Source: an optimization exercise on an open RTL-to-GDS flow (aim: small area and a short achievable clock period). Production flows keep margins and buffers that such runs may drop. In this exercise RTL edits were held to simulation tests only and were not proved equivalent to the original. Power is estimated from default activity; no workload was simulated.

==> flow/design.v <==
module pelcod_scaler (
    input  wire [1:0] ta,        
    input  wire [1:0] tb,        
    input  wire [1:0] tc,        
    input  wire [1:0] c1,        
    input  wire       neg,       
    input  wire [1:0] add,       
    input  wire       c2,        
    output wire [1:0] y,         
    output wire [1:0] c1_o,
    output wire       c2_o
);
    wire [2:0] s0 = ta[0] + tb[0] + tc[0] + c1;
    wire [2:0] s1 = ta[1] + tb[1] + tc[1] + s0[2:1];
    wire       q0 = s0[0] ^ neg;
    wire       q1 = s1[0] ^ neg;
    wire [1:0] u0 = add[0] + q0 + c2;
    wire [1:0] u1 = add[1] + q1 + u0[1];
    assign y    = {u1[0], u0[0]};
    assign c1_o = s1[2:1];
    assign c2_o = u1[1];
endmodule
module pelcod_packer #(
    parameter RAW_MAX = 8
) (
    input  wire       clk,
    input  wire       rst,              
    input  wire [7:0] addr_i,           
    input  wire       sink_present_i,
    input  wire       cmd_valid,
    output wire       cmd_ready,
    input  wire [4:0] cmd_op,
    input  wire [31:0] cmd_arg,
    input  wire       raw_valid,
    output wire       raw_ready,
    input  wire [7:0] raw_data,
    input  wire       raw_last,
    input  wire       raw_none,
    output wire       snk_valid,
    input  wire       snk_ready,
    output wire [7:0] snk_data,
    output wire       snk_first,
    output wire       snk_last,
    output wire       snk_empty,
    input  wire       snk_done,
    input  wire       snk_fail,
    input  wire [7:0] snk_err,
    output wire       st_valid,
    output wire [2:0] st_code,
    output wire [7:0] st_err
);
    reg        s_idle, s_dec, s_raw, s_chk, s_send, s_wait, s_stat;
    reg [63:0] ring;             
    reg [4:0]  op_q;
    reg [7:0]  addr_q;
    reg [7:0]  ck;               
    reg [7:0]  out_q;            
    reg [3:0]  j;                
    reg [2:0]  p;                
    reg        vq, f_first, f_last, f_empty, rr_q;
    wire       ld;               
    reg        pre_q;            
    reg        acc_q;            
    reg        sact;             
    reg signed [5:0] r;          
    reg [1:0]  c1;
    reg        c2, cmpa, cmpb;
    reg        zf, sf, lof, sgn;
    assign cmd_ready = s_idle;
    assign ld        = s_idle || s_stat;
    assign raw_ready = rr_q;
    assign st_valid  = s_stat;
    assign snk_valid = vq;
    assign snk_data  = out_q;
    assign st_err    = out_q;
    assign snk_first = f_first;
    assign snk_last  = f_last;
    assign snk_empty = f_empty;
    assign st_code   = {f_empty, f_last, f_first};
    wire op_s6     = (op_q >= 5'h01) && (op_q <= 5'h08);
    wire op_d1s6   = op_s6 && (op_q != 5'h03) && (op_q != 5'h04);
    wire op_d2s6   = op_s6 && (op_q != 5'h01) && (op_q != 5'h02);
    wire op_preset = (op_q >= 5'h10) && (op_q <= 5'h12);
    wire op_posu   = (op_q == 5'h13) || (op_q == 5'h14);
    wire op_zoomu  = (op_q == 5'h15);
    wire op_pan    = (op_q == 5'h19);
    wire op_tilt   = (op_q == 5'h1A);
    wire op_zoom   = (op_q == 5'h1B);
    wire op_float  = op_pan || op_tilt || op_zoom;
    wire op_raw    = (op_q == 5'h1C);
    wire op_ill    = (op_q == 5'h0F) || (op_q >= 5'h1D);
    function [7:0] opv;
        input [4:0] o;
        input [4:0] k;
        input [7:0] v;
        opv = (o == k) ? v : 8'h00;
    endfunction
    wire [7:0] c1b = opv(op_q, 5'h0B, 8'h01) | opv(op_q, 5'h0D, 8'h02) |
                     opv(op_q, 5'h0E, 8'h04);
    wire [7:0] c2b = opv(op_q, 5'h01, 8'h04) | opv(op_q, 5'h02, 8'h02) |
                     opv(op_q, 5'h03, 8'h08) | opv(op_q, 5'h04, 8'h10) |
                     opv(op_q, 5'h05, 8'h0C) | opv(op_q, 5'h06, 8'h0A) |
                     opv(op_q, 5'h07, 8'h14) | opv(op_q, 5'h08, 8'h12) |
                     opv(op_q, 5'h09, 8'h20) | opv(op_q, 5'h0A, 8'h40) |
                     opv(op_q, 5'h0C, 8'h80) |
                     opv(op_q, 5'h10, 8'h03) | opv(op_q, 5'h11, 8'h05) |
                     opv(op_q, 5'h12, 8'h07) |
                     opv(op_q, 5'h13, 8'h4B) | opv(op_q, 5'h14, 8'h4D) |
                     opv(op_q, 5'h15, 8'h4F) |
                     opv(op_q, 5'h16, 8'h51) | opv(op_q, 5'h17, 8'h53) |
                     opv(op_q, 5'h18, 8'h55) |
                     opv(op_q, 5'h19, 8'h4B) | opv(op_q, 5'h1A, 8'h4D) |
                     opv(op_q, 5'h1B, 8'h4F);
    wire [31:0] ad;
    genvar g;
    generate
        for (g = 0; g < 8; g = g + 1) begin : g_ad
            assign ad[2*g]      = ring[8*((g+1)%8) + 0];
            assign ad[2*g+1]    = ring[8*((g+1)%8) + 1];
            assign ad[16+2*g]   = ring[8*((g+1)%8) + 2];
            assign ad[16+2*g+1] = ring[8*((g+1)%8) + 3];
        end
    endgenerate
    wire [7:0]  ex     = ad[30:23];
    wire        fr_z   = (ad[22:0] == 23'd0);
    wire        ex_z   = (ex == 8'd0);
    wire        is_nan = (ex == 8'hFF) && !fr_z;
    wire        hidden = !ex_z;
    wire        lo16nz = (ad[15:0] != 16'd0);
    wire        hi16nz = (ad[31:16] != 16'd0);
    wire        win_pt = (ex >= 8'd119) && (ex <= 8'd135);
    wire        win_z  = (ex >= 8'd110) && (ex <= 8'd126);
    wire [5:0]  r_pt   = 6'd20 - ex[5:0];       
    wire [5:0]  r_z    = 6'd6  - ex[5:0];       
    wire [1:0] cur = ring[1:0];
    wire [1:0] nxt = ring[3:2];
    wire [1:0] h1  = ring[63:62];
    wire [1:0] h2  = ring[55:54];
    wire       mode25 = op_pan || op_tilt;
    wire       tpos   = op_tilt && !sgn;
    wire       tneg   = op_tilt && sgn;
    wire [1:0] ta = cur;
    wire [1:0] tb = mode25 ? {h1[0], h2[1]} : op_zoom ? ~nxt : 2'b00;
    wire [1:0] tc = mode25 ? {h2[1], h2[0]} : 2'b00;
    localparam [15:0] K36 = 16'd36000;
    localparam [15:0] K9  = 16'd9000;
    localparam [15:0] K27 = 16'd27001;
    wire [5:0] j0 = 6'd0 - r;
    wire [5:0] j1 = 6'd1 - r;
    wire       v0 = r[5] || (r == 6'sd0);
    wire       v1 = (r[5] || (r == 6'sd0) || (r == 6'sd1)) && (r != -6'sd15);
    wire [1:0] yb;
    wire [1:0] c1n;
    wire       c2n;
    pelcod_scaler u_scaler (
        .ta(ta), .tb(tb), .tc(tc), .c1(c1), .neg(tpos),
        .add({add1, add0}), .c2(c2),
        .y(yb), .c1_o(c1n), .c2_o(c2n)
    );
    wire [15:0] ka = tneg ? K9 : K36;
    wire ka0 = ka[j0[3:0]];
    wire ka1 = ka[j1[3:0]];
    wire       add0 = (r == 6'sd1) || (tpos && v0 && ka0);
    wire       add1 = (r == 6'sd2) || (tpos && v1 && ka1);
    wire kb0 = K27[j0[3:0]];
    wire kb1 = K27[j1[3:0]];
    wire cmpa_m = v0 ? ((yb[0] & ~ka0) | (~(yb[0] ^ ka0) & cmpa)) : cmpa;
    wire cmpa_n = v1 ? ((yb[1] & ~ka1) | (~(yb[1] ^ ka1) & cmpa_m)) : cmpa_m;
    wire cmpb_m = v0 ? ((yb[0] & ~kb0) | (~(yb[0] ^ kb0) & cmpb)) : cmpb;
    wire cmpb_n = v1 ? ((yb[1] & ~kb1) | (~(yb[1] ^ kb1) & cmpb_m)) : cmpb_m;
    wire       s_last = (r == -6'sd14) || (r == -6'sd15);
    wire       w4  = sact && (r[0] ? v1 : v0);
    wire       w5  = sact && (r[0] ? v0 : v1);
    wire       y4  = r[0] ? yb[1] : yb[0];
    wire       y5  = r[0] ? yb[0] : yb[1];
    wire al_d1 = (r[3:1] == {3{r[0]}});
    wire al_d2 = (r[2:1] == {2{r[0]}}) && (r[3] != r[0]);
    wire [7:0] dstr;
    generate
        for (g = 0; g < 4; g = g + 1) begin : g_dstr
            assign dstr[2*g]   = r[0] ? ring[8*(3+g) + 4] : ring[8*(4+g) + 4];
            assign dstr[2*g+1] = ring[8*(4+g) + 5];
        end
    endgenerate
    function [7:0] dval;
        input       hi;
        input [7:0] s;
        reg   [15:0] k;
        reg          use_k;
        begin
            use_k = 1'b1;
            k     = 16'd0;
            if (op_s6) begin
                if (hi ? op_d1s6 : op_d2s6) begin
                    k = 16'h3F3F; use_k = sf;
                end
            end else if (op_preset) begin
                k = 16'h00FF; use_k = sf;
            end else if (op_posu) begin
                k = 16'd35999; use_k = sf | cmpa;
            end else if (op_zoomu) begin
                k = 16'hFFFF; use_k = sf;
            end else if (op_pan) begin
                if (zf) k = 16'd0;
                else begin k = 16'd35999; use_k = sf | cmpa; end
            end else if (op_tilt && sgn) begin
                if (zf) k = 16'd0;
                else begin k = 16'd9000; use_k = sf | cmpa; end
            end else if (op_tilt) begin
                if (zf) k = 16'd0;
                else if (sf) k = 16'd35999;
                else if (lof) k = 16'd27000;
                else if (cmpa) k = 16'd35999;
                else if (!cmpb) k = 16'd27000;
                else use_k = 1'b0;
            end else if (op_zoom) begin
                if (zf) k = 16'd0;
                else begin k = 16'hFFFF; use_k = sf; end
            end
            dval = use_k ? (hi ? k[15:8] : k[7:0]) : s;
        end
    endfunction
    wire [7:0] dv = dval(j[0], dstr);
    wire xfer = vq && snk_ready;
    reg  [7:0] nb;
    always @(*) begin
        nb = ring[7:0];
        if (!op_raw) begin
            case (j)
                4'd5: nb = c1b;
                4'd4: nb = c2b;
                4'd3: nb = dv;
                4'd2: nb = dv;
                default: nb = ck;
            endcase
        end
    end
    wire load  = pre_q && (!vq || snk_ready);
    wire acc_n = load && !op_raw && (j >= 4'd2) && (j <= 4'd5);
    wire [2:0] p_n     = (s_chk && !op_raw) ? 3'd1 : p + 3'd1;
    wire       sdone_n = !sact || s_last;
    wire [5:0] r_n     = r - 6'sd2;
    wire al_d1_n = (r_n[3:1] == {3{r_n[0]}});
    wire al_d2_n = (r_n[2:1] == {2{r_n[0]}}) && (r_n[3] != r_n[0]);
    wire [2:0] pj   = p + j[2:0];
    wire       d1ok = sdone_n && (op_s6 ? al_d2_n : al_d1_n);
    wire       d2ok = sdone_n && al_d2_n;
    wire       pace = (p_n == 3'd6);
    wire pre_l = op_raw ? ((j >= 4'd2) && (pj == 3'd0)) :
                 (j == 4'd4) ? d1ok :
                 (j == 4'd3) ? d2ok :
                 (j >= 4'd5) ? pace : 1'b0;
    wire pre_w = op_raw ? ((j >= 4'd1) && (pj == 3'd7)) :
                 (j == 4'd3) ? d1ok :
                 (j == 4'd2) ? d2ok :
                 (j == 4'd1) ? 1'b1 :
                 (j >= 4'd4) ? pace : 1'b0;
    wire pre_c = op_raw && (j >= 4'd2) && (pj == 3'd0);
    wire pre_n = s_chk ? (sink_present_i && pre_c) :
                 s_send ? (load ? pre_l : pre_w) : 1'b0;
    wire cap      = s_raw && ((j == 4'd0) || (p == 3'd1));
    wire raw_fire = cap && raw_valid;
    wire raw_end  = raw_fire && (raw_none || raw_last);
    reg [63:0] ring_n;
    integer q, l;
    always @(*) begin
        for (q = 0; q < 7; q = q + 1)
            for (l = 0; l < 8; l = l + 1)
                ring_n[8*q + l] = ring[8*(q+1) + l];
        for (l = 0; l < 8; l = l + 1)
            ring_n[56 + l] = ring[l];
        if (cap)
            ring_n[63:56] = raw_data;
        if (sact) begin
            ring_n[57:56] = ring[3:2];
            ring_n[59:58] = 2'b00;
            ring_n[63:62] = ring[1:0];
        end
        if (w4) ring_n[60] = y4;
        if (w5) ring_n[61] = y5;
        if (s_dec) begin
            ring_n[8*4 + 2] = 1'b0; ring_n[8*4 + 3] = 1'b0;
            ring_n[8*5 + 2] = 1'b0; ring_n[8*5 + 3] = 1'b0;
            ring_n[8*6 + 2] = 1'b0; ring_n[8*6 + 3] = 1'b0;
            ring_n[8*7 + 2] = 1'b0; ring_n[8*7 + 3] = 1'b0;
            ring_n[8*3 + 3] = hidden;
            ring_n[63:62]   = 2'b00;
        end
        if (ld) begin
            ring_n[63:62] = 2'b00;
            for (q = 0; q < 8; q = q + 1) begin
                ring_n[8*((q+1)%8) + 0] = cmd_arg[2*q];
                ring_n[8*((q+1)%8) + 1] = cmd_arg[2*q+1];
                ring_n[8*((q+1)%8) + 2] = cmd_arg[16+2*q];
                ring_n[8*((q+1)%8) + 3] = cmd_arg[16+2*q+1];
            end
        end
    end
    always @(posedge clk) begin
        ring <= ring_n;
    end
    always @(posedge clk) begin
        p <= p + 3'd1;
        pre_q <= pre_n;
        acc_q <= acc_n;
        if (acc_q)
            ck <= ck + out_q;
        if (ld) begin
            op_q <= cmd_op;
            ck   <= addr_q;
            sact <= 1'b0;
        end
        c1 <= c1n;
        c2 <= c2n;
        r  <= r - 6'sd2;
        if (sact) begin
            cmpa <= cmpa_n;
            cmpb <= cmpb_n;
            if (s_last)
                sact <= 1'b0;
        end
        if (s_dec) begin
            c1   <= {1'b0, op_zoom && !lo16nz};
            c2   <= op_tilt && !ad[31];
            cmpa <= 1'b1;
            cmpb <= 1'b1;
            sgn  <= ad[31];
            sact  <= !op_ill && !op_raw && !(op_float && is_nan);
            if ((op_pan || op_tilt) && win_pt)
                r <= r_pt;
            else if (op_zoom && win_z)
                r <= r_z;
            else
                r <= 6'sd0;
            zf  <= 1'b0;
            sf  <= 1'b0;
            lof <= 1'b0;
            if (op_s6)
                sf <= ad[7] | ad[6];
            else if (op_preset)
                sf <= hi16nz | (ad[15:8] != 8'd0);
            else if (op_posu || op_zoomu)
                sf <= hi16nz;
            else if (op_pan) begin
                zf <= ad[31] || (ex <= 8'd118);
                sf <= !ad[31] && (ex >= 8'd136);
            end else if (op_tilt) begin
                if (ad[31]) begin
                    zf <= (ex <= 8'd118);
                    sf <= (ex >= 8'd134);
                end else begin
                    zf  <= ex_z && fr_z;
                    sf  <= (ex <= 8'd118);
                    lof <= (ex >= 8'd134);
                end
            end else if (op_zoom) begin
                zf <= ad[31] || (ex <= 8'd109);
                sf <= !ad[31] && (ex >= 8'd127);
            end
            out_q <= 8'd0;
            if (op_ill)
                {f_empty, f_last, f_first} <= 3'd1;
            else if (op_raw)
                j <= 4'd0;
            else if (op_float && is_nan)
                {f_empty, f_last, f_first} <= 3'd2;
        end
        if (s_raw) begin
            if (j == 4'd0)
                out_q <= raw_data;           
            if (raw_fire) begin
                if (raw_none)
                    j <= 4'd0;
                else
                    j <= j + 4'd1;
                p <= raw_last ? 3'd0 : 3'd1;
            end
        end
        if (s_chk) begin
            vq      <= sink_present_i;
            f_first <= 1'b1;
            f_last  <= !sink_present_i || (op_raw && (j <= 4'd1));
            f_empty <= sink_present_i && op_raw && (j == 4'd0);
            if (op_raw) begin
                out_q   <= out_q & {8{sink_present_i}};
                if (j != 4'd0)
                    j <= j - 4'd1;
            end else begin
                out_q   <= {8{sink_present_i}};
                j       <= 4'd6;
                p       <= 3'd1;
            end
        end
        if (s_send) begin
            if (load) begin
                out_q   <= nb;
                vq      <= 1'b1;
                f_first <= 1'b0;
                f_last  <= (j == 4'd1);
                j       <= j - 4'd1;
            end else if (xfer) begin
                vq <= 1'b0;
            end
        end
        if (s_wait) begin
            out_q   <= snk_fail ? snk_err : 8'd0;
            {f_empty, f_last, f_first} <= {snk_fail, 2'b00};
        end
        rr_q   <= (s_dec && op_raw) ||
                  (s_raw && !raw_end && ((j == 4'd0) || raw_fire || (p == 3'd0)));
        s_idle <= (s_idle && !cmd_valid) || s_stat;
        s_dec  <= s_idle && cmd_valid;
        s_raw  <= (s_dec && op_raw) || (s_raw && !raw_end);
        s_chk  <= (s_dec && !op_ill && !op_raw && !(op_float && is_nan)) || raw_end;
        s_send <= (s_chk && sink_present_i) || (s_send && !(xfer && f_last));
        s_wait <= (s_send && xfer && f_last) || (s_wait && !snk_done);
        s_stat <= (s_dec && (op_ill || (op_float && is_nan))) ||
                  (s_chk && !sink_present_i) || (s_wait && snk_done);
        if (rst) begin
            addr_q <= addr_i;
            s_idle <= 1'b1;
            s_dec  <= 1'b0;
            s_raw  <= 1'b0;
            s_chk  <= 1'b0;
            s_send <= 1'b0;
            s_wait <= 1'b0;
            s_stat <= 1'b0;
            rr_q   <= 1'b0;
            vq     <= 1'b0;
            pre_q  <= 1'b0;
            sact   <= 1'b0;
        end
    end
endmodule
==> flow/flow/run.sh <==
#!/bin/bash
# Standard layout with these changes:
#  - synthesis: no full/half-adder cell extraction, and abc maps with
#    flow/area.abc (flow/synth_pre.tcl); registers are unchanged;
#  - small port buffers instead of delay cells;
#  - timing repair aimed at a tighter setup slack than the 25 ns clock needs.
set -e
export BUFFER_PORTS_ARGS="-buffer_cell sky130_fd_sc_hd__buf_1"
export SETUP_SLACK_MARGIN=19
export ADDER_MAP_FILE=
export FLOW_ABC_SCRIPT=$PWD/flow/area.abc
cat flow/synth_pre.tcl synth_recipe.tcl > synth_abc.tcl
sed "s#SYNTH_SCRIPT=[^ ]*#SYNTH_SCRIPT=$PWD/synth_abc.tcl#" standard.sh > standard_abc.sh
bash standard_abc.sh > standard.log 2>&1
==> flow/flow/area.abc <==
strash
&get -n
&fraig -x
&put
scorr
dc2
strash
&get -n
&dch -f
&nf
&put
strash
dch -f
amap
==> flow/flow/synth_pre.tcl <==
# Prepended to the standard flow's synthesis script: abc maps the combinational logic
# with flow/area.abc (area-oriented mapping) instead of the flow's
# abc_area.script.  abc sees only the combinational logic, so the
# registers stay as the standard synthesis makes them.
proc abc {args} {
  set a {}
  set skip 0
  foreach x $args {
    if { $skip } { set skip 0; continue }
    if { $x eq "-script" } { set skip 1; continue }
    lappend a $x
  }
  yosys abc -script $::env(FLOW_ABC_SCRIPT) {*}$a
}
==> flow/standard.sh <==
#!/bin/bash
# synth_recipe.tcl (not shown) runs the flow's synth.tcl, then flattens the netlist and writes it again
# the make line also repeats each setting of config.mk as NAME=value (left out here)
make -C /OpenROAD-flow-scripts/flow DESIGN_CONFIG=/design/flow/config.mk WORK_HOME=/design/flow/orfs CLKGATE_MAP_FILE= SYNTH_SCRIPT=/design/flow/synth_recipe.tcl "${@:-finish}"
==> flow/config.mk <==
export PLATFORM = sky130hd
export DESIGN_NAME = pelcod_packer
export DESIGN_NICKNAME = pelcod_packer
export VERILOG_FILES = /design/flow/design.v
export SDC_FILE = /design/flow/constraint.sdc
export NUM_CORES = 4
export LEC_CHECK = 0
export ABC_AREA = 1
export CAP_MARGIN = 20
export CORE_MARGIN = 2
export CORE_UTILIZATION = 55
export CTS_BUF_LIST = sky130_fd_sc_hd__clkbuf_8
export SLEW_MARGIN = 20
==> flow/constraint.sdc <==
create_clock -name core_clock -period 25.0 [get_ports {clk}]
set_input_delay 5.0000 -clock core_clock [delete_from_list [all_inputs] [get_ports {clk}]]
set_output_delay 5.0000 -clock core_clock [all_outputs]
set_load 0.01 [all_outputs]
==> results.txt, run 1 <==
vias per inst 6.23; Flop pwr share 0.451; DP Area 7050 um2; setup TNS 0 ps; CP max stage cell edfxtp_1; Post-Synthesis Cells 847; kind of cell adding the most delay to the critical path flip-flops; Final #Nets 1036; outcome complete, no violations; post-route cell area 7640 um2; distinct cell type count after synthesis 48; Final setup viols 0; DR vias 6984; Worst Path Max Fanout 2; Initial Utilization 0.567; CTS Buffer Depth 2; GPL Wtd Cong 0.970; Crit Path Category reg2out; Req. time, crit path 20000 ps; Slew HR 0.448; top_reg_cell synth dfxtp_1; M2 GR Usage 0.515; die area 12800 um2; Hold-fix buffers, CTS 0; fin crit share 0.240; Worst setup EP type output pin; Slew Limit Fails 0; first-pass GRT wire length 33100 um; M1 GR Usage 0.451; Comb pwr share 0.240; Die Ht 113 um; Ant. Diodes 0; Final Hold Vio Count 0; Avg WL per Cell 18.3 um; Worst path max stage delay 390 ps; actual slew at the worst max-slew pin 826 ps; Worst-path clk slew 80 ps; DRC 0; maxcap violations 0; Net Count, Synth 918; Post-DRT Antenna Nets 0; post-layout util 0.663; unrepaired setup endpoints after global routing yes; die outline width 113 um; Sink Count 130; crit path launch type flip-flop; layout cells sized above 1 0.0920; crit path buf inv count 1; pwr dens 79.7 nW/um2; largest area contributor in the netlist dfxtp_1; Post-synth ARST share 0; hpwl dp 15100 um; Worst-Skew Late Latency 480 ps; Psw 0.214 mW; initial antenna violation count 0; drt initial violations 828; mapped cell area 6530 um2; CP arrival 1000 ps; Worst Hold Class reg2reg; drt total wl 20500 um; largest net degree at the start of global routing 49; CTS Buf Count 17; ranking of synthesized cells by area dfxtp_1, edfxtp_1, nor2_1; TritonRoute pass-1 iters 7; CTS tree built; Core Area 11500 um2; internal power 0.395 mW; maximum vdd drop 59.7 uV; Synth Area per Inst 7.71 um2; I/O pin count 97; number of flops mapped to enable cells by yosys 27; register area share after synthesis 0.440; Total GRT Usage 0.331; Area Overhead vs Synth 17.0%; global routing usage on met3 0.0841; Leakage 2.78 nW; H-tree lvl count 4; Switching Fraction 0.352; Fmax achieved 167 MHz; Yosys top cell area share 0.316; critical path, cell by cell clkbuf_2; number of global-route vias before repair 6443; # port buffers 96; GR Overflow Total 0; clock network power share 0.308; row count 39; Synthesis Warnings 1; gr busiest metal met2; CTS root buf clkbuf_8; final worst path period need 6000 ps; fillcell total 1020; clock skew 23.8 ps; Seq cells post-synth 130
[cells in the mapped netlist, drive strengths merged, types with 2 or more instances]
| master | number |
|---|---|
| o32ai | 3 |
| dfxtp | 103 |
| a22o | 5 |
| o22a | 27 |
| o21ai | 60 |
| nor4 | 11 |
| edfxtp | 27 |
| clkinv | 98 |
| a221o | 2 |
| a22oi | 2 |
| nor2b | 5 |
| a221oi | 14 |
| o211ai | 3 |
| o31ai | 11 |
| nand2 | 71 |
| a211oi | 10 |
| nor3 | 45 |
| and3 | 3 |
| and2 | 2 |
| or3 | 8 |
| a2111oi | 4 |
| or2 | 3 |
| o221ai | 5 |
| buf | 11 |
| o22ai | 23 |
| o41ai | 4 |
| o32a | 4 |
| nand3 | 14 |
| nor2 | 177 |
| a21oi | 62 |
| a31oi | 11 |
| or4 | 3 |
[metrics by stage]
stage	setup slack, ps	cells	power [mW]	hold slack (ps)
after floorplan	18980	847	0.371	310
after global placement	18560	1079	0.410	312
after detailed placement	18550	1079	0.415	313
after CTS	18990	1112	0.602	332
after global routing	18940	1121	0.639	338
final	19000	1121	0.609	330
[final cells by class]
class / instances / area, um2 / area share
multi-input combinational: 608 / 3240 / 0.425
sequential: 130 / 2910 / 0.381
timing repair buffer: 110 / 522 / 0.0683
inverter: 98 / 373 / 0.0488
clock buffer: 19 / 262 / 0.0342
tap: 143 / 179 / 0.0234
clock inverter: 13 / 149 / 0.0195
[worst paths after layout]
check	endpoint	slack [ps]	cells after the start	from
worst max register to register	cmpa$_SDFFE_PP1P_	20280	21	op_q[1]$_DFFE_PN_
worst min register to register	ring[7]$_DFF_P_	330	0	ring[15]$_DFF_P_
worst min-delay path	ring[7]$_DFF_P_	330	0	ring[15]$_DFF_P_
worst max-delay path	snk_empty	19000	1	f_empty$_DFFE_PP_
[power groups by stage]
stage          logic, mW  clock network (mW)  registers, mW
2_1_floorplan      0.102                   0          0.268
3_3_place_gp       0.134                   0          0.277
3_5_place_dp       0.137                   0          0.278
4_1_cts            0.140               0.188          0.274
5_1_grt            0.164               0.197          0.278
6_report           0.146               0.188          0.275
[state kept, by name, summed over array words and instances (netlist names), 2 cells and up]
| name | cells |
|---|---|
| c1 | 2 |
| ring | 64 |
| addr_q | 8 |
| p | 3 |
| ck | 8 |
| op_q | 5 |
| out_q | 8 |
| j | 4 |
| r | 6 |
[metal layers]
| layer | share of wire | up-vias |
|---|---|---|
| met4 | 0.027 | 0 |
| met3 | 0.098 | 53 |
| met5 | 0 | - |
| met1 | 0.43 | 3241 |
| met2 | 0.44 | 387 |
| li1 | - | 3303 |
[repair_timing]
item | in CTS | in global routing
gates resized for setup | 40 | 11
setup endpoints to repair | 25 | 23
buffers inserted | 1 | 9
pin swaps | 0 | 1
[kinds of logic after synthesis]
logic type             share of synthesized area
buffers and inverters                     0.0690
flip-flops                                 0.440
AO/OA/AOI/OAI                              0.266
AND/OR/NAND/NOR                            0.225
[layout by cell type, fill, tap and decap left out, types with 20 or more instances in the layout]
master	n
nor2_1	175
clkinv_1	97
dfxtp_1	90
nand2_1	71
buf_1	70
a21oi_1	62
o21ai_0	58
nor3_1	45
o22a_1	27
edfxtp_1	27
o22ai_1	23
buf_2	20
==> run 2, diff against run 1 <==
==> flow/flow/run.sh (replaced) <==
#!/bin/bash
# Standard layout with these changes:
#  - synthesis: no full/half-adder cell extraction, and abc maps with
#    flow/area.abc (flow/synth_pre.tcl); registers are unchanged;
#  - small port buffers instead of delay cells;
#  - timing repair aimed at a tighter setup slack than the 25 ns clock needs;
#  - clock tree without the dummy loads CTS adds for balancing.
set -e
export BUFFER_PORTS_ARGS="-buffer_cell sky130_fd_sc_hd__buf_2"
export SETUP_SLACK_MARGIN=19
export ADDER_MAP_FILE=
export CTS_ARGS="-sink_clustering_enable -repair_clock_nets -buf_list sky130_fd_sc_hd__clkbuf_8 -dont_use_dummy_load -sink_buffer_max_cap_derate 0.5"
export FLOW_ABC_SCRIPT=$PWD/flow/area.abc
cat flow/synth_pre.tcl synth_recipe.tcl > synth_abc.tcl
sed "s#SYNTH_SCRIPT=[^ ]*#SYNTH_SCRIPT=$PWD/synth_abc.tcl#" standard.sh > standard_abc.sh
bash standard_abc.sh > standard.log 2>&1
==> results.txt, run 2 <==
Leakage 2.85 nW (+2.5%); die outline width 113 um (unchanged); worst reg-to-reg setup slack 20130 ps (-150 ps); DP Area 7170 um2 (+1.7%); Post-synth ARST share 0 (unchanged); Worst path max stage delay 380 ps (about the same); total power 0.549 mW (-9.9%); internal power 0.358 mW (-9.3%); clock network power share 0.236 (-0.072); Synthesis Warnings 1 (unchanged); r2r worst-path depth 21 (unchanged); number of cells on the critical path 1 (unchanged); Yosys top cell area share 0.316 (unchanged); Synth top cells by count nor2_1, dfxtp_1, clkinv_1; FF-to-FF End cmpa$_SDFFE_PP1P_; drt total wl 20200 um (-1.7%); I/O pin count 97 (unchanged); Total GRT Usage 0.323 (-0.00769); Avg WL per Cell 18.4 um (+0.28%); Post-Place Setup Slack 18590 ps (+42.0 ps); Initial Utilization 0.567 (unchanged); CTS root buf clkbuf_8; largest net degree at the start of global routing 49 (unchanged); Worst Hold Class reg2reg; Final setup viols 0 (unchanged); CP Capture Point st_code[2]; GPL Wtd Cong 0.948 (-2.3%); Synth Area per Inst 7.71 um2 (unchanged); Seq cells post-synth 130 (unchanged); Final #Nets 1029 (-0.68%); Req. time, crit path 20000 ps (about the same); actual slew at the worst max-slew pin 1080 ps (+257 ps); setup TNS 0 ps (unchanged); Net Count, Synth 918 (unchanged); Hold Startpoint ring[12]$_DFF_P_; Post-DRT Antenna Nets 0 (unchanged); GR Overflow Total 0 (unchanged); Post-Synthesis Cells 847 (unchanged); Hold-fix buffers, CTS 0 (unchanged); Worst setup EP type output pin; number of global-route vias before repair 6553 (+1.7%); pwr dens 73.6 nW/um2 (-7.6%); Final Hold Vio Count 0 (unchanged); Area Overhead vs Synth 14.1%; ranking of synthesized cells by area dfxtp_1, edfxtp_1, nor2_1; Slew HR 0.275 (-0.173); crit path buf inv count 1 (unchanged); fin crit share 0.239 (-0.00102); number of flops mapped to enable cells by yosys 27 (unchanged); CP arrival 970 ps (-30 ps); first-pass GRT wire length 32500 um (-1.8%); clock skew 24.8 ps (+0.992 ps); Psw 0.191 mW (-11%); Flop pwr share 0.501 (+0.050); CTS Buf Count 17 (unchanged); Fmax achieved 167 MHz (+0.43%); DR vias 6847 (-2.0%); largest area contributor in the netlist dfxtp_1; Worst Path Max Fanout 2 (unchanged); Finished Layout Cells 1099 (-2.0%); Slew Limit Fails 0 (unchanged); initial antenna violation count 0 (unchanged); commonest cells after routing, fill and taps aside nor2_1, clkinv_1, buf_2; hpwl dp 15200 um (+1.1%); die area 12800 um2 (unchanged); outcome complete, no violations; vias per inst 6.23 (about the same); Sink Count 130 (unchanged); Switching Fraction 0.348 (-0.00383); mapped cell area 6530 um2 (unchanged); post-route cell area 7450 um2 (-2.5%); row count 39 (unchanged); CTS tree built; Crit Path Category reg2out; drt initial violations 751 (-9.3%); layout cells sized above 1 0.144 (+0.0523); most frequent cell after synthesis nor2_1; RR Startpoint op_q[0]$_DFFE_PN_; Worst-Skew Late Latency 450 ps (-30 ps); kind of cell adding the most delay to the critical path flip-flops; # port buffers 96 (unchanged); top_reg_cell synth dfxtp_1; final worst path period need 5970 ps (-25.6 ps); Core Area 11500 um2 (unchanged); CTS Buffer Depth 2 (unchanged); distinct cell type count after synthesis 48 (unchanged); maximum vdd drop 51.7 uV (-13%); fin worst setup slack 19030 ps (+25.6 ps); Ant. Diodes 0 (unchanged); register area share after synthesis 0.440 (unchanged); Worst-path clk slew 70 ps (about the same); H-tree lvl count 4 (unchanged); TritonRoute pass-1 iters 5 (-2); crit path launch type flip-flop; maxcap violations 0 (unchanged); register bank with the most flops ring; Comb pwr share 0.263 (+0.023); number of flip-flops in the largest register 64 (unchanged); unrepaired setup endpoints after global routing yes; Die Ht 113 um (unchanged); commonest non-fill, non-tap cell in the layout nor2_1; placed instance count 1079 (unchanged); worst setup path startpoint f_empty$_DFFE_PP_; critical path, cell by cell buf_2; CP max stage cell edfxtp_1; DRC 0 (unchanged)
## run 2: changes by cell type in the layout (fill, tap and decap cells not counted), sizes merged
cell and delta:
inv -7, buf -4, clkbuf -4, bufinv -2, clkinv -2, clkinvlp -2, clkdlybuf4s15 -1
## run 2: worst min path at each step
stage                                  end  slack, ps  cells past startpoint
after floorplan           ring[12]$_DFF_P_        310                      0
after global placement    ring[21]$_DFF_P_        310                      0
after detailed placement  ring[13]$_DFF_P_        310                      0
after CTS                  ring[4]$_DFF_P_        320                      0
after global routing       ring[4]$_DFF_P_        320                      0
final                      ring[4]$_DFF_P_        310                      0
## run 2: cell families after synthesis
logic type,synth area share
and+or+nand+nor,0.225
DFF,0.440
AOI/OAI and AO/OA,0.266
buffers and inverters,0.0690
## run 2: cell type report
class                           count  area (um2)
Timing Repair Buffer              103         533
Tap cell                          143         179
Multi-Input combinational cell    608        3240
Inverter                           98         373
Fill cell                        1005        4060
Sequential cell                   130        2900
Clock buffer                       17         234
## run 2: power groups by stage
stage | logic, mW | clock network, mW | registers, mW
floorplan | 0.102 | 0 | 0.268
global placement | 0.137 | 0 | 0.277
detailed placement | 0.141 | 0 | 0.278
CTS | 0.142 | 0.131 | 0.274
global route | 0.161 | 0.138 | 0.278
finish | 0.144 | 0.129 | 0.275
## run 2: worst register-to-register path: stages, from the launching register on
cell      delay (ps)
edfxtp_1         380
clkinv_1         140
nor2_1           290
clkinv_1         190
nor2_1           320
clkinv_1         320
nor2_1           240
nor2_1            90
a21oi_1          250
nor2_1            80
o21ai_0          330
nor2_1           110
a21oi_1          190
nor2_1            60
a21oi_1          210
nor2_1            80
a21oi_1          240
o21ai_0          170
o21ai_0          400
nor2_1           120
a222oi_1         290
o221ai_1         180
## run 2: timing repair
action | in CTS | in global routing
pin swaps | 0 | 1
buffers inserted | 0 | 3
gates cloned | 0 | 0
endpoints found under the setup margin | 20 | 11
resized for setup | 11 | 4
## run 2: through the flow
| stage | hold slack [ps] | utilization |
|---|---|---|
| final | 313 | 0.647 |
| after global routing | 319 | 0.647 |
| after CTS | 320 | 0.645 |
| after detailed placement | 312 | 0.623 |
| after global placement | 312 | 0.623 |
| after floorplan | 310 | - |
## run 2: layer usage
metal  GRT usage  vias to the layer above  routed length [um]
met4       0.137                        0                 522
met1       0.442                     3142                8810
met3      0.0552                       58                1780
met2       0.510                      371                9060
met5           0                        -                   0
li1            -                     3276                   -
==> run 3, diff against run 2 <==
--- a/flow/flow/run.sh
+++ b/flow/flow/run.sh
@@ -9,7 +9,7 @@
 export BUFFER_PORTS_ARGS="-buffer_cell sky130_fd_sc_hd__buf_2"
 export SETUP_SLACK_MARGIN=19
 export ADDER_MAP_FILE=
-export CTS_ARGS="-sink_clustering_enable -repair_clock_nets -buf_list sky130_fd_sc_hd__clkbuf_8 -dont_use_dummy_load -sink_buffer_max_cap_derate 0.5"
+export CTS_ARGS="-sink_clustering_enable -repair_clock_nets -buf_list sky130_fd_sc_hd__clkbuf_8 -dont_use_dummy_load"
 export FLOW_ABC_SCRIPT=$PWD/flow/area.abc
 cat flow/synth_pre.tcl synth_recipe.tcl > synth_abc.tcl
 sed "s#SYNTH_SCRIPT=[^ ]*#SYNTH_SCRIPT=$PWD/synth_abc.tcl#" standard.sh > standard_abc.sh
--- a/flow/config.mk
+++ b/flow/config.mk
@@ -8,6 +8,6 @@
 export ABC_AREA = 1
 export CAP_MARGIN = 20
 export CORE_MARGIN = 2
-export CORE_UTILIZATION = 55
+export CORE_UTILIZATION = 60
 export CTS_BUF_LIST = sky130_fd_sc_hd__clkbuf_8
 export SLEW_MARGIN = 20
==> results.txt, run 3 <==
outcome complete, no violations; top_reg_cell synth dfxtp_1; register area share after synthesis 0.440 (unchanged); Post-DRT Antenna Nets 0 (unchanged); Area Overhead vs Synth 14.2%; Worst Hold Class reg2reg; kind of cell adding the most delay to the critical path flip-flops; setup TNS 0 ps (unchanged); Leakage 2.86 nW (+0.38%); Seq cells post-synth 130 (unchanged); DRC 0 (unchanged); Net Count, Synth 918 (unchanged); Req. time, crit path 20000 ps (about the same); number of flip-flops in the largest register 64 (unchanged); Worst path max stage delay 400 ps (+20 ps); Die Ht 108 um (-4.1%); row count 38 (-2.6%); number of global-route vias before repair 6548 (-0.076%); Post-Place Setup Slack 18590 ps (+7.20 ps); layout cells sized above 1 0.144 (-0.000301); Avg WL per Cell 18.6 um (+1.1%); first-pass GRT wire length 32200 um (-1.0%); initial antenna violation count 0 (unchanged); Finished Layout Cells 1098 (-0.091%); r2r worst-path depth 21 (unchanged); commonest cells after routing, fill and taps aside nor2_1, clkinv_1, buf_2; CTS Buffer Depth 2 (unchanged); DR vias 7012 (+2.4%); Slew HR 0.209 (-0.0659); Comb pwr share 0.262 (about the same); crit path buf inv count 1 (unchanged); post-layout util 0.694 (+0.0472); Synth top cells by count nor2_1, dfxtp_1, clkinv_1; largest area contributor in the netlist dfxtp_1; Slew Limit Fails 0 (unchanged); Synth Area per Inst 7.71 um2 (unchanged); Post-synth ARST share 0 (unchanged); Psw 0.193 mW (+1.3%); commonest non-fill, non-tap cell in the layout nor2_1; fin worst setup slack 19000 ps (-26.1 ps); Worst Path Max Fanout 2 (unchanged); Ant. Diodes 0 (unchanged); GPL Wtd Cong 0.934 (-1.5%); register bank with the most flops ring; Hold-fix buffers, CTS 0 (unchanged); actual slew at the worst max-slew pin 1180 ps (+98.4 ps); die outline width 108 um (-4.1%); most frequent cell after synthesis nor2_1; CP max stage cell edfxtp_1; CTS tree built; maxcap violations 0 (unchanged); drt total wl 20400 um (+1.0%); Final Hold Vio Count 0 (unchanged); Core Area 10700 um2 (-6.7%); hold worst-path end ring[5]$_DFF_P_; GR Overflow Total 0 (unchanged); clock network power share 0.239 (+0.003); worst setup path startpoint f_empty$_DFFE_PP_; vias per inst 6.39 (+2.5%); maximum vdd drop 62.0 uV (+20%); Yosys top cell area share 0.316 (unchanged); WHS Path Cells 0 (unchanged); pwr dens 73.9 nW/um2 (+0.35%); Sink Count 130 (unchanged); clock skew 25.4 ps (+0.622 ps); Worst-Skew Late Latency 460 ps (about the same); Initial Utilization 0.608 (+0.0407); ranking of synthesized cells by area dfxtp_1, edfxtp_1, nor2_1; crit path launch type flip-flop; Switching Fraction 0.351 (+0.00297); Worst-path clk slew 60 ps (about the same); TritonRoute pass-1 iters 7 (+2); Total GRT Usage 0.356 (+0.0329); placed instance count 1077 (-0.19%); I/O pin count 97 (unchanged); CP arrival 1000 ps (+30 ps); # port buffers 96 (unchanged); Worst setup EP type output pin; CTS Buf Count 17 (unchanged); number of flops mapped to enable cells by yosys 27 (unchanged); Flop pwr share 0.499 (-0.002); unrepaired setup endpoints after global routing yes; Fmax achieved 167 MHz (-0.43%); die area 11700 um2 (-8.0%); worst reg-to-reg setup slack 20050 ps (-80 ps); internal power 0.358 mW (about the same); distinct cell type count after synthesis 48 (unchanged); Final setup viols 0 (unchanged); Post-Synthesis Cells 847 (unchanged); Hold Startpoint ring[13]$_DFF_P_; Crit Path Category reg2out; hpwl dp 15300 um (+0.25%); largest net degree at the start of global routing 49 (unchanged); fin crit share 0.240 (+0.00104); mapped cell area 6530 um2 (unchanged); fillcell total 912 (-9.3%); critical path, cell by cell buf_2; drt initial violations 1069 (+42%); Final #Nets 1031 (+0.19%); CTS root buf clkbuf_8; Synthesis Warnings 1 (unchanged); H-tree lvl count 4 (unchanged); FF-to-FF End cmpa$_SDFFE_PP1P_; RR Startpoint op_q[1]$_DFFE_PN_; final worst path period need 6000 ps (+26.1 ps)
run 3: changes by cell type in the layout (fill, tap and decap cells not counted):
cell     before  now
buf_4         7    9
dfxtp_1      91   93
dfxtp_2       9    7
run 3: cells by family after synthesis:
kind of cell | share of synthesized area
and+or+nand+nor | 0.225
AOI/OAI and AO/OA | 0.266
DFF | 0.440
buffers and inverters | 0.0690
run 3: timing repair:
item / CTS / global route
setup endpoints to repair: 14 / 16
cloned: 0 / 0
buffers inserted: 0 / 4
resized for setup: 6 / 7
pin swaps: 0 / 1
run 3: area by class of cell:
cell class | instances | area (um2) | share of cell area
clock buffers | 17 | 234 | 0.0314
multi-input cells | 608 | 3240 | 0.434
inverters | 98 | 373 | 0.0500
flip-flops and latches | 130 | 2890 | 0.388
well taps | 140 | 175 | 0.0235
repair buffers | 105 | 548 | 0.0735
run 3: layer usage:
layer  vias up  track usage  wire length [um]
met5         -            0                 0
met4         0        0.146               645
met3        64       0.0934              1860
met2       437        0.577              9480
met1      3226        0.453              8380
li1       3285            -                 -
run 3: power by group through the flow:
stage | logic, mW | clock network (mW) | registers [mW]
finish | 0.144 | 0.132 | 0.275
global route | 0.160 | 0.138 | 0.279
CTS | 0.141 | 0.130 | 0.274
detailed placement | 0.140 | 0 | 0.278
global placement | 0.136 | 0 | 0.276
floorplan | 0.102 | 0 | 0.268
run 3: worst max path at each step:
stage          cells past startpoint           end  slack, ps
3_5_place_dp                       9  j[3]$_DFF_P_      18590
6_report                           1     snk_empty      19000
5_1_grt                            1    st_code[2]      18980
4_1_cts                            1     snk_empty      18990
3_3_place_gp                       9  j[3]$_DFF_P_      18640
2_1_floorplan                      8  j[3]$_DFF_P_      18980
run 3: metrics by stage:
stage          power (mW)  cell area, um2  hold slack [ps]
2_1_floorplan       0.371            6560              310
3_3_place_gp        0.412            7180              312
3_5_place_dp        0.418            7180              314
4_1_cts             0.546            7420              326
5_1_grt             0.577            7460              333
6_report            0.551            7460              328
==> run 4, diff against run 3 <==
--- a/flow/config.mk
+++ b/flow/config.mk
@@ -8,6 +8,6 @@
 export ABC_AREA = 1
 export CAP_MARGIN = 20
 export CORE_MARGIN = 2
-export CORE_UTILIZATION = 60
+export CORE_UTILIZATION = 50
 export CTS_BUF_LIST = sky130_fd_sc_hd__clkbuf_8
 export SLEW_MARGIN = 20
==> results.txt, run 4 <==
outcome complete, no violations; fin worst setup slack 19020 ps (+23.1 ps); actual slew at the worst max-slew pin 915 ps (-266 ps); Synthesis Warnings 1 (unchanged); commonest non-fill, non-tap cell in the layout nor2_1; maximum vdd drop 40.3 uV (-35%); pwr dens 72.9 nW/um2 (-1.3%); Core Area 12700 um2 (+18%); Final #Nets 1028 (-0.29%); CTS tree built; post-route cell area 7500 um2 (+0.50%); drt initial violations 541 (-49%); most frequent cell after synthesis nor2_1; die area 14000 um2 (+19%); Initial Utilization 0.515 (-0.0924); CP arrival 980 ps (-20 ps); die outline width 118 um (+9.2%); hpwl dp 15400 um (+1.0%); vias per inst 6.05 (-5.2%); Area Overhead vs Synth 14.8%; internal power 0.358 mW (+0.11%); TritonRoute pass-1 iters 5 (-2); Post-DRT Antenna Nets 0 (unchanged); Worst setup EP type output pin; Final Hold Vio Count 0 (unchanged); Final setup viols 0 (unchanged); number of flops mapped to enable cells by yosys 27 (unchanged); distinct cell type count after synthesis 48 (unchanged); number of global-route vias before repair 6356 (-2.9%); post-layout util 0.592 (-0.103); critical path, cell by cell buf_2; Net Count, Synth 918 (unchanged); top_reg_cell synth dfxtp_1; Crit Path Category reg2out; clock network power share 0.235 (-0.004); Worst Path Max Fanout 2 (unchanged); I/O pin count 97 (unchanged); Worst Hold Class reg2reg; row count 41 (+7.9%); Slew HR 0.388 (+0.179); Worst-path clk slew 90 ps (+30 ps); Post-Place Setup Slack 18540 ps (-52.9 ps); Fmax achieved 167 MHz (+0.39%); initial antenna violation count 0 (unchanged); ranking of synthesized cells by area dfxtp_1, edfxtp_1, nor2_1; CTS Buf Count 17 (unchanged); crit path launch type flip-flop; fin crit share 0.239 (-0.000924); DR vias 6823 (-2.7%); largest net degree at the start of global routing 49 (unchanged); Sink Count 130 (unchanged); Req. time, crit path 20000 ps (about the same); # port buffers 96 (unchanged); CTS root buf clkbuf_8; register area share after synthesis 0.440 (unchanged); kind of cell adding the most delay to the critical path flip-flops; first-pass GRT wire length 32400 um (+0.75%); Ant. Diodes 0 (unchanged); GR Overflow Total 0 (unchanged); DP Area 7210 um2 (+0.45%); CTS Buffer Depth 2 (unchanged); Comb pwr share 0.262 (about the same); Post-Synthesis Cells 847 (unchanged); Flop pwr share 0.503 (+0.004); register bank with the most flops ring; Die Ht 118 um (+9.2%); clock skew 38.2 ps (+12.7 ps); Yosys top cell area share 0.316 (unchanged); Total GRT Usage 0.295 (-0.0609); DRC 0 (unchanged); Leakage 2.85 nW (-0.47%); GPL Wtd Cong 0.935 (about the same); Post-synth ARST share 0 (unchanged); CP max stage cell edfxtp_1; unrepaired setup endpoints after global routing yes; layout cells sized above 1 0.143 (-0.000595); final worst path period need 5980 ps (-23.1 ps); largest area contributor in the netlist dfxtp_1; Psw 0.189 mW (-2.4%); Worst path max stage delay 380 ps (-20 ps); H-tree lvl count 4 (unchanged); drt total wl 20500 um (+0.56%); crit path buf inv count 1 (unchanged); Switching Fraction 0.345 (-0.00583); Synth top cells by count nor2_1, dfxtp_1, clkinv_1; number of flip-flops in the largest register 64 (unchanged); Seq cells post-synth 130 (unchanged); maxcap violations 0 (unchanged); setup TNS 0 ps (unchanged); Synth Area per Inst 7.71 um2 (unchanged); Slew Limit Fails 0 (unchanged); Avg WL per Cell 18.2 um (-2.0%); mapped cell area 6530 um2 (unchanged); Worst-Skew Late Latency 460 ps (about the same); commonest cells after routing, fill and taps aside nor2_1, clkinv_1, buf_2
[run 4: cell counts after synthesis]
No cell type changed its count.
[run 4: cell families after synthesis]
kind of cell / after synthesis / share of synthesized area
simple gates: 345 / 0.225
flops: 130 / 0.440
compound gates: 263 / 0.266
buf+inv: 109 / 0.0690
[run 4: final timing paths]
check	slack (ps)	startpoint	cells after the start	to
setup / recovery	19020	f_empty$_DFFE_PP_	1	snk_empty
hold / removal	310	ring[63]$_SDFF_PP0_	0	ring[55]$_DFF_P_
setup reg to reg	20100	op_q[1]$_DFFE_PN_	21	cmpa$_SDFFE_PP1P_
hold reg to reg	310	ring[63]$_SDFF_PP0_	0	ring[55]$_DFF_P_
[run 4: routing by layer]
| metal | share of wire | up-vias | track usage | routed length, um |
|---|---|---|---|---|
| li1 | - | 3282 | - | - |
| met1 | 0.45 | 3213 | 0.401 | 9120 |
| met2 | 0.45 | 303 | 0.456 | 9300 |
| met3 | 0.084 | 25 | 0.0820 | 1720 |
| met4 | 0.017 | 0 | 0.0904 | 341 |
| met5 | 0 | - | 0 | 0 |
[run 4: layout make-up]
cell class	instances	area, um2
fillers	1183	5170
repair buffers	102	538
clock buffers	17	234
flip-flops and latches	130	2890
multi-input cells	608	3240
well taps	172	215
inverters	98	373
[run 4: through the flow]
stage,total power [mW],cells,hold slack (ps)
floorplan,0.371,847,310
global placement,0.414,1108,312
detailed placement,0.416,1108,312
CTS,0.545,1125,309
global route,0.578,1127,315
finish,0.547,1127,306
[run 4: repair_timing]
item / 4_1_cts / 5_1_grt
endpoints found under the setup margin: 18 / 12
buffers inserted: 0 / 2
hold buffers: 0 / 0
pin swaps: 1 / 1
resized for setup: 10 / 6
[run 4: power groups by stage]
stage                     registers (mW)  clock network (mW)  logic, mW
final                              0.275               0.129      0.143
after global routing               0.279               0.138      0.160
after CTS                          0.274               0.131      0.140
after detailed placement           0.277                   0      0.139
after global placement             0.277                   0      0.137
after floorplan                    0.268                   0      0.102
==> run 5, diff against run 4 <==
--- a/flow/config.mk
+++ b/flow/config.mk
@@ -8,6 +8,6 @@
 export ABC_AREA = 1
 export CAP_MARGIN = 20
 export CORE_MARGIN = 2
-export CORE_UTILIZATION = 50
+export CORE_UTILIZATION = 55
 export CTS_BUF_LIST = sky130_fd_sc_hd__clkbuf_8
 export SLEW_MARGIN = 20
==> results.txt, run 5 <==
first-pass GRT wire length 32500 um (+0.30%); setup TNS 0 ps (unchanged); unrepaired setup endpoints after global routing yes; H-tree lvl count 4 (unchanged); internal power 0.358 mW (-0.12%); Hold Slack 313 ps (+6.59 ps); Post-synth ARST share 0 (unchanged); Total GRT Usage 0.323 (+0.0280); TritonRoute pass-1 iters 5 (unchanged); most frequent cell after synthesis nor2_1; clock skew 24.8 ps (-13.4 ps); Synth top cells by count nor2_1, dfxtp_1, clkinv_1; Met1 Wirelength 8810 um (-3.4%); # port buffers 96 (unchanged); Worst Path Max Fanout 2 (unchanged); Synthesis Warnings 1 (unchanged); Worst-Skew Late Latency 450 ps (about the same); Fmax achieved 167 MHz (about the same); number of flip-flops in the largest register 64 (unchanged); Worst path max stage delay 380 ps (about the same); die outline width 113 um (-4.5%); top_reg_cell synth dfxtp_1; fin crit share 0.239 (about the same); CP arrival 970 ps (about the same); GPL Wtd Cong 0.948 (+1.4%); drt initial violations 751 (+39%); largest net degree at the start of global routing 49 (unchanged); Finished Layout Cells 1099 (-2.5%); post-route cell area 7450 um2 (-0.62%); final worst path period need 5970 ps (-3.00 ps); mapped cell area 6530 um2 (unchanged); initial antenna violation count 0 (unchanged); Crit Path Category reg2out; actual slew at the worst max-slew pin 1080 ps (+167 ps); met2 wire length 9060 um (-2.7%); Post-DRT Antenna Nets 0 (unchanged); Switching Fraction 0.348 (+0.00286); Sink Count 130 (unchanged); die area 12800 um2 (-8.8%); placed instance count 1079 (-2.6%); register area 2900 um2 (about the same); number of global-route vias before repair 6553 (+3.1%); top layer in use met4; drt total wl 20200 um (-1.5%); Initial Utilization 0.567 (+0.0517); Die Ht 113 um (-4.5%); number of flops mapped to enable cells by yosys 27 (unchanged); outcome complete, no violations; Worst-path clk slew 70 ps (-20 ps); total length of routed met3 wires 1780 um (+3.5%); clock network power share 0.236 (about the same); footprint of the multi-input gates 3240 um2 (-0.19%); Final #Nets 1029 (+0.097%); crit path buf inv count 1 (unchanged); layout cells sized above 1 0.144 (+0.000896); GR Overflow Total 0 (unchanged); hpwl dp 15200 um (-1.2%); Worst Hold Class reg2reg; fillcell total 1005 (-15%); Comb pwr share 0.263 (about the same); Avg WL per Cell 18.4 um (+0.96%); critical path, cell by cell buf_2; CTS tree built; commonest cells after routing, fill and taps aside nor2_1, clkinv_1, buf_2; Final Hold Vio Count 0 (unchanged); Post-Place Setup Slack 18590 ps (+45.7 ps); Flop pwr share 0.501 (-0.002); I/O pin count 97 (unchanged); Synth Area per Inst 7.71 um2 (unchanged); pwr dens 73.6 nW/um2 (+0.95%); commonest non-fill, non-tap cell in the layout nor2_1; DR vias 6847 (+0.35%); Ant. Diodes 0 (unchanged); Post-Synthesis Cells 847 (unchanged); ranking of synthesized cells by area dfxtp_1, edfxtp_1, nor2_1; Req. time, crit path 20000 ps (about the same); Seq cells post-synth 130 (unchanged); CTS root buf clkbuf_8; distinct cell type count after synthesis 48 (unchanged); kind of cell adding the most delay to the critical path flip-flops; DP Area 7170 um2 (-0.50%); Net Count, Synth 918 (unchanged); maxcap violations 0 (unchanged); register bank with the most flops ring; Leakage 2.85 nW (about the same); Area Overhead vs Synth 14.1%; CTS Buf Count 17 (unchanged); Psw 0.191 mW (+1.2%); CP max stage cell edfxtp_1; DRC 0 (unchanged); row count 39 (-4.9%); Worst setup EP type output pin; vias per inst 6.23 (+2.9%); CTS Buffer Depth 2 (unchanged); register area share after synthesis 0.440 (unchanged); Final setup viols 0 (unchanged); Slew Limit Fails 0 (unchanged); maximum vdd drop 51.7 uV (+28%); Yosys top cell area share 0.316 (unchanged); largest area contributor in the netlist dfxtp_1; crit path launch type flip-flop; Core Area 11500 um2 (-9.1%); fin worst setup slack 19030 ps (+3.00 ps); Slew HR 0.275 (-0.113)
run 5: area by class of cell:
| cell class | count | area share |
|---|---|---|
| Tap cell | 143 | 0.0240 |
| Inverter | 98 | 0.0500 |
| Timing Repair Buffer | 103 | 0.0715 |
| Multi-Input combinational cell | 608 | 0.435 |
| Clock buffer | 17 | 0.0314 |
| Sequential cell | 130 | 0.389 |
run 5: logic make-up after synthesis:
logic type             count (synthesis)  synth area share
AOI/OAI and AO/OA                    263             0.266
DFF                                  130             0.440
and+or+nand+nor                      345             0.225
buffers and inverters                109            0.0690
run 5: final timing paths:
kind | start | endpoint | cells after the start | slack [ps]
max reg2reg | op_q[0]$_DFFE_PN_ | cmpa$_SDFFE_PP1P_ | 21 | 20130
min | ring[12]$_DFF_P_ | ring[4]$_DFF_P_ | 0 | 310
min reg2reg | ring[12]$_DFF_P_ | ring[4]$_DFF_P_ | 0 | 310
max | f_empty$_DFFE_PP_ | st_code[2] | 1 | 19030
run 5: metal layers:
metal,global-route usage,vias to the layer above
met3,0.0552,58
met5,0,-
met4,0.137,0
met1,0.442,3142
li1,-,3276
met2,0.510,371
run 5: stage by stage:
step	power [mW]	utilization
after floorplan	0.371	-
after global routing	0.577	0.647
after detailed placement	0.418	0.623
after CTS	0.547	0.645
after global placement	0.413	0.623
final	0.549	0.647
run 5: power groups by stage:
stage / Sequential [mW] / Combinational, mW / Clock (mW)
finish: 0.275 / 0.144 / 0.129
CTS: 0.274 / 0.142 / 0.131
global route: 0.278 / 0.161 / 0.138
global placement: 0.277 / 0.137 / 0
floorplan: 0.268 / 0.102 / 0
detailed placement: 0.278 / 0.141 / 0
run 5: what timing repair did:
action / CTS / global route
endpoints found under the setup margin: 20 / 11
pin swaps: 0 / 1
hold buffers: 0 / 0
resized for setup: 11 / 4
endpoints found under the hold margin: 0 / 0
setup buffers: 0 / 3
==> run 6, diff against run 5 <==
--- a/flow/flow/run.sh
+++ b/flow/flow/run.sh
@@ -7,7 +7,7 @@
 #  - clock tree without the dummy loads CTS adds for balancing.
 set -e
 export BUFFER_PORTS_ARGS="-buffer_cell sky130_fd_sc_hd__buf_2"
-export SETUP_SLACK_MARGIN=19
+export SETUP_SLACK_MARGIN=19.3
 export ADDER_MAP_FILE=
 export CTS_ARGS="-sink_clustering_enable -repair_clock_nets -buf_list sky130_fd_sc_hd__clkbuf_8 -dont_use_dummy_load"
 export FLOW_ABC_SCRIPT=$PWD/flow/area.abc
==> results.txt, run 6 <==
Worst Path Max Fanout 2 (unchanged); clock skew 31.7 ps (+6.94 ps); Finished Layout Cells 1113 (+1.3%); Flop pwr share 0.494 (-0.007); CTS Buffer Depth 2 (unchanged); r2r worst-path depth 21 (unchanged); Die Ht 113 um (unchanged); distinct cell type count after synthesis 48 (unchanged); Final Hold Vio Count 0 (unchanged); most frequent cell after synthesis nor2_1; Sink Count 130 (unchanged); Leakage 2.98 nW (+4.3%); # port buffers 96 (unchanged); Total GRT Usage 0.332 (+0.00875); maximum vdd drop 80.2 uV (+55%); register area 2910 um2 (+0.60%); Net Count, Synth 918 (unchanged); number of flops mapped to enable cells by yosys 27 (unchanged); Synthesis Warnings 1 (unchanged); row count 39 (unchanged); M1 GR Usage 0.437 (-0.00426); fin worst setup slack 19000 ps (-30.0 ps); final worst path period need 6000 ps (+30.0 ps); largest area contributor in the netlist dfxtp_1; initial antenna violation count 0 (unchanged); commonest non-fill, non-tap cell in the layout nor2_1; CP arrival 1000 ps (+30 ps); actual slew at the worst max-slew pin 1080 ps (-1.10 ps); CP max stage cell edfxtp_1; RR Startpoint op_q[1]$_DFFE_PN_; CTS tree built; Crit Path Category reg2out; Avg WL per Cell 18.9 um (+2.9%); mapped cell area 6530 um2 (unchanged); Hold-fix buffers, CTS 0 (unchanged); H-tree lvl count 4 (unchanged); drt total wl 21000 um (+4.2%); pwr dens 71.8 nW/um2 (-2.5%); Ant. Diodes 0 (unchanged); Synth top cells by count nor2_1, dfxtp_1, clkinv_1; GR Overflow Total 0 (unchanged); number of global-route vias before repair 6603 (+0.76%); clock network power share 0.231 (-0.005); Post-Place Setup Slack 18610 ps (+25.9 ps); TritonRoute pass-1 iters 17 (+12); DRC 0 (unchanged); outcome complete, no violations; kind of cell adding the most delay to the critical path flip-flops; critical path, cell by cell buf_2; Synth Area per Inst 7.71 um2 (unchanged); Seq cells post-synth 130 (unchanged); DP Area 7200 um2 (+0.42%); M2 GR Usage 0.527 (+0.0161); Final #Nets 1043 (+1.4%); Initial Utilization 0.567 (unchanged); fin crit share 0.240 (+0.00120); largest net degree at the start of global routing 50 (+2.0%); hpwl dp 15100 um (-0.76%); footprint of the multi-input gates 3280 um2 (+1.2%); WHS Path Cells 0 (unchanged); worst reg-to-reg setup slack 19950 ps (-180 ps); Hold Startpoint ring[15]$_DFF_P_; commonest cells after routing, fill and taps aside nor2_1, clkinv_1, dfxtp_1; Worst setup EP type output pin; Comb pwr share 0.274 (+0.011); number of flip-flops in the largest register 64 (unchanged); Post-Synthesis Cells 847 (unchanged); Switching Fraction 0.346 (-0.00202); Worst-Skew Late Latency 460 ps (about the same); global routing usage on met3 0.0921 (+0.0370); hold worst-path end ring[7]$_DFF_P_; Yosys top cell area share 0.316 (unchanged); gr busiest metal met2; Worst path max stage delay 410 ps (+30 ps); Req. time, crit path 20000 ps (about the same); ranking of synthesized cells by area dfxtp_1, edfxtp_1, nor2_1; fillcell total 959 (-4.6%); Area Overhead vs Synth 19.1%; Post-DRT Antenna Nets 0 (unchanged); CTS root buf clkbuf_8; GPL Wtd Cong 0.984 (+3.9%); drt initial violations 745 (-0.80%); total power 0.558 mW (+1.7%); Fmax achieved 167 MHz (-0.50%); Slew Limit Fails 0 (unchanged); Psw 0.193 mW (+1.1%); internal power 0.365 mW (+2.0%); register bank with the most flops ring; I/O pin count 97 (unchanged); register area share after synthesis 0.440 (unchanged); die outline width 113 um (unchanged); Final setup viols 0 (unchanged); Core Area 11500 um2 (unchanged); unrepaired setup endpoints after global routing yes; first-pass GRT wire length 33000 um (+1.6%); Worst-path clk slew 60 ps (about the same); CTS Buf Count 17 (unchanged); Post-synth ARST share 0 (unchanged); placed instance count 1080 (+0.093%); Slew HR 0.276 (+0.000737); setup TNS 0 ps (unchanged); crit path launch type flip-flop; die area 12800 um2 (unchanged); DR vias 6979 (+1.9%); top_reg_cell synth dfxtp_1; Worst Hold Class reg2reg; vias per inst 6.27 (+0.65%); maxcap violations 0 (unchanged); crit path buf inv count 1 (unchanged); FF-to-FF End cmpa$_SDFFE_PP1P_; layout cells sized above 1 0.171 (+0.0268); post-route cell area 7780 um2 (+4.4%)
## run 6: cell counts after synthesis
Identical to the previous run, type by type.
## run 6: power groups by stage
stage / Sequential (mW) / Clock, mW / Combinational [mW]
global route: 0.279 / 0.139 / 0.170
floorplan: 0.268 / 0 / 0.103
CTS: 0.274 / 0.131 / 0.149
detailed placement: 0.277 / 0 / 0.140
finish: 0.276 / 0.129 / 0.153
global placement: 0.276 / 0 / 0.137
## run 6: per-layer routing
| metal | wire (um) | up-vias |
|---|---|---|
| li1 | - | 3321 |
| met1 | 8950 | 3246 |
| met2 | 9720 | 352 |
| met3 | 1800 | 60 |
| met4 | 545 | 0 |
| met5 | 0 | - |
## run 6: through the flow
stage	hold slack, ps	util
6_report	322	0.675
3_5_place_dp	312	0.625
2_1_floorplan	310	-
3_3_place_gp	311	0.625
4_1_cts	321	0.670
5_1_grt	323	0.675
## run 6: how the worst max path moves through the flow
stage | start | to | slack (ps) | cells past startpoint
finish | f_empty$_DFFE_PP_ | st_code[2] | 19000 | 1
detailed placement | snk_ready | j[0]$_DFF_P_ | 18610 | 7
global route | f_empty$_DFFE_PP_ | snk_empty | 18950 | 1
global placement | snk_ready | j[0]$_DFF_P_ | 18690 | 7
floorplan | snk_ready | j[0]$_DFF_P_ | 19030 | 6
CTS | f_empty$_DFFE_PP_ | st_code[2] | 18980 | 1
## run 6: timing repair
action / 4_1_cts / 5_1_grt
setup endpoints to repair: 37 / 34
buffers inserted: 13 / 2
cloned: 0 / 1
gates resized for setup: 44 / 14
pin swaps: 3 / 4
## run 6: final cells by class
type                    count  area share
multi-input cells         608       0.421
flip-flops and latches    130       0.374
repair buffers            116       0.102
inverters                  98      0.0484
clock buffers              17      0.0301
well taps                 143      0.0230
repair inverters            1    0.000643
## run 6: cell families after synthesis
family	share of synthesized area
AO/OA/AOI/OAI	0.266
flip-flops	0.440
AND/OR/NAND/NOR	0.225
buffers and inverters	0.0690
==> run 7, diff against run 6 <==
--- a/flow/flow/run.sh
+++ b/flow/flow/run.sh
@@ -7,9 +7,9 @@
 #  - clock tree without the dummy loads CTS adds for balancing.
 set -e
 export BUFFER_PORTS_ARGS="-buffer_cell sky130_fd_sc_hd__buf_2"
-export SETUP_SLACK_MARGIN=19.3
+export SETUP_SLACK_MARGIN=19
 export ADDER_MAP_FILE=
-export CTS_ARGS="-sink_clustering_enable -repair_clock_nets -buf_list sky130_fd_sc_hd__clkbuf_8 -dont_use_dummy_load"
+export CTS_ARGS="-sink_clustering_enable -repair_clock_nets -root_buf sky130_fd_sc_hd__clkbuf_16 -buf_list sky130_fd_sc_hd__clkbuf_4 -dont_use_dummy_load"
 export FLOW_ABC_SCRIPT=$PWD/flow/area.abc
 cat flow/synth_pre.tcl synth_recipe.tcl > synth_abc.tcl
 sed "s#SYNTH_SCRIPT=[^ ]*#SYNTH_SCRIPT=$PWD/synth_abc.tcl#" standard.sh > standard_abc.sh
==> results.txt, run 7 <==
maximum vdd drop 45.0 uV (-44%); Initial Utilization 0.567 (unchanged); DRC 0 (unchanged); Leakage 2.82 nW (-5.2%); register bank with the most flops ring; H-tree lvl count 4 (unchanged); Worst-path clk slew 90 ps (+30 ps); number of global-route vias before repair 6578 (-0.38%); first-pass GRT wire length 32500 um (-1.5%); Worst setup EP type flip-flop; Die Ht 113 um (unchanged); Core Area 11500 um2 (unchanged); hpwl dp 15200 um (+0.77%); Avg WL per Cell 18.5 um (-1.8%); layout cells sized above 1 0.139 (-0.0320); worst reg-to-reg setup slack 20080 ps (+130 ps); Post-Place Setup Slack 18590 ps (-25.9 ps); Worst Hold Class reg2reg; actual slew at the worst max-slew pin 1090 ps (+8.61 ps); top_reg_cell synth dfxtp_1; I/O pin count 97 (unchanged); commonest cells after routing, fill and taps aside nor2_1, dfxtp_1, clkinv_1, buf_2, nand2_1; GPL Wtd Cong 0.948 (-3.7%); register area share after synthesis 0.440 (unchanged); drt initial violations 747 (+0.27%); Hold-fix buffers, CTS 0 (unchanged); final worst path period need 5970 ps (-32.3 ps); Slew HR 0.270 (-0.00577); footprint of the multi-input gates 3240 um2 (-1.1%); Finished Layout Cells 1099 (-1.3%); Final Hold Vio Count 0 (unchanged); mapped cell area 6530 um2 (unchanged); Post-synth ARST share 0 (unchanged); row count 39 (unchanged); Post-Synthesis Cells 847 (unchanged); pwr dens 71.0 nW/um2 (-1.1%); maxcap violations 0 (unchanged); Slew Limit Fails 0 (unchanged); CTS tree built; register area 2880 um2 (-1.2%); CP max stage cell o32a_1; CTS Buf Count 17 (unchanged); placed instance count 1079 (-0.093%); Seq cells post-synth 130 (unchanged); CP arrival 6220 ps (+5220 ps); Final setup viols 0 (unchanged); fin crit share 0.239 (-0.00129); Worst Path Max Fanout 9 (+7); drt total wl 20400 um (-3.1%); Sink Count 130 (unchanged); Worst path max stage delay 360 ps (-50 ps); distinct cell type count after synthesis 48 (unchanged); outcome complete, no violations; Area Overhead vs Synth 12.5%; Ant. Diodes 0 (unchanged); critical path, cell by cell buf_2 -> o21ai_2 -> nor2_4 -> buf_4 -> o32a_1 -> a22o_1; ranking of synthesized cells by area dfxtp_1, edfxtp_1, nor2_1; Net Count, Synth 918 (unchanged); fillcell total 1024 (+6.8%); CTS root buf clkbuf_16; vias per inst 6.24 (-0.53%); most frequent cell after synthesis nor2_1; unrepaired setup endpoints after global routing no; Yosys top cell area share 0.316 (unchanged); crit path buf inv count 2 (+1); DR vias 6855 (-1.8%); initial antenna violation count 0 (unchanged); Synth Area per Inst 7.71 um2 (unchanged); Req. time, crit path 25250 ps (+5250 ps); CTS Buffer Depth 2 (unchanged); # port buffers 96 (unchanged)
==> run 7: cell counts after synthesis <==
Identical to the previous run, type by type.
==> run 7: final cells by class <==
| type | count | share of cell area |
|---|---|---|
| multi-input cells | 608 | 0.441 |
| clock buffers | 17 | 0.0197 |
| repair buffers | 103 | 0.0725 |
| well taps | 143 | 0.0243 |
| flip-flops and latches | 130 | 0.392 |
| inverters | 98 | 0.0507 |
==> run 7: cell families after synthesis <==
family | after synthesis | share of synthesized area
AND/OR/NAND/NOR | 345 | 0.225
buffers and inverters | 109 | 0.0690
AO/OA/AOI/OAI | 263 | 0.266
flip-flops | 130 | 0.440
==> run 7: final timing paths <==
check	startpoint	end	cells after the start
min reg2reg	ring[12]$_DFF_P_	ring[4]$_DFF_P_	0
min	ring[12]$_DFF_P_	ring[4]$_DFF_P_	0
max	snk_ready	out_q[0]$_DFF_P_	6
max reg2reg	op_q[0]$_DFFE_PN_	cmpa$_SDFFE_PP1P_	21
==> run 7: repair_timing <==
item,CTS,global route
resized for setup,1,6
buffers inserted,0,3
endpoints found under the hold margin,0,0
setup endpoints to repair,3,13
pin swaps,1,1
==> run 7: power by group <==
group          internal, mW  switching, mW  total [mW]
Combinational        0.0532         0.0912       0.144
Sequential            0.244         0.0302       0.275
Clock                0.0372         0.0657       0.103
Total                 0.335          0.187       0.522
==> run 7: layer usage <==
layer / global-route usage / routed length, um
met4: 0.137 / 586
met1: 0.441 / 8910
met5: 0 / 0
met3: 0.0691 / 1780
met2: 0.502 / 9090
==> run 7: through the flow <==
| step | cell area (um2) | power, mW | util | hold WS (ps) |
|---|---|---|---|---|
| 2_1_floorplan | 6560 | 0.371 | - | 310 |
| 3_3_place_gp | 7170 | 0.413 | 0.623 | 312 |
| 3_5_place_dp | 7170 | 0.418 | 0.623 | 312 |
| 4_1_cts | 7320 | 0.519 | 0.636 | 315 |
| 5_1_grt | 7350 | 0.551 | 0.638 | 311 |
| 6_report | 7350 | 0.522 | 0.638 | 306 |

## separate check: timing with driven ports
The results above use ideal ports. As a check the final layouts listed here were re-extracted and re-timed, cells and wires unchanged. Step 1: set_driving_cell puts a clkbuf_16 on clk and a buf_2 on each other input, an assumption about the parent block. Step 2 also shifts input and output timing later by t, the mid clock arrival at the registers, as if the neighbouring blocks saw the same clock. Three values: ideal, step 1, step 2; two values: the first two.
run	shift t [ns]	slack for setup (ns)
run 1	0.506	19.000 / 18.960 / 18.663
run 2	0.473	19.026 / 18.986 / 18.666
run 3	0.484	19.000 / 18.962 / 18.655
run 4	0.477	19.023 / 18.985 / 18.687
run 5	0.473	19.026 / 18.986 / 18.666
run 6	0.480	18.996 / 18.959 / 18.822
run 7	0.401	19.028 / 19.003 / 18.647
After both steps every run listed still meets setup and hold.
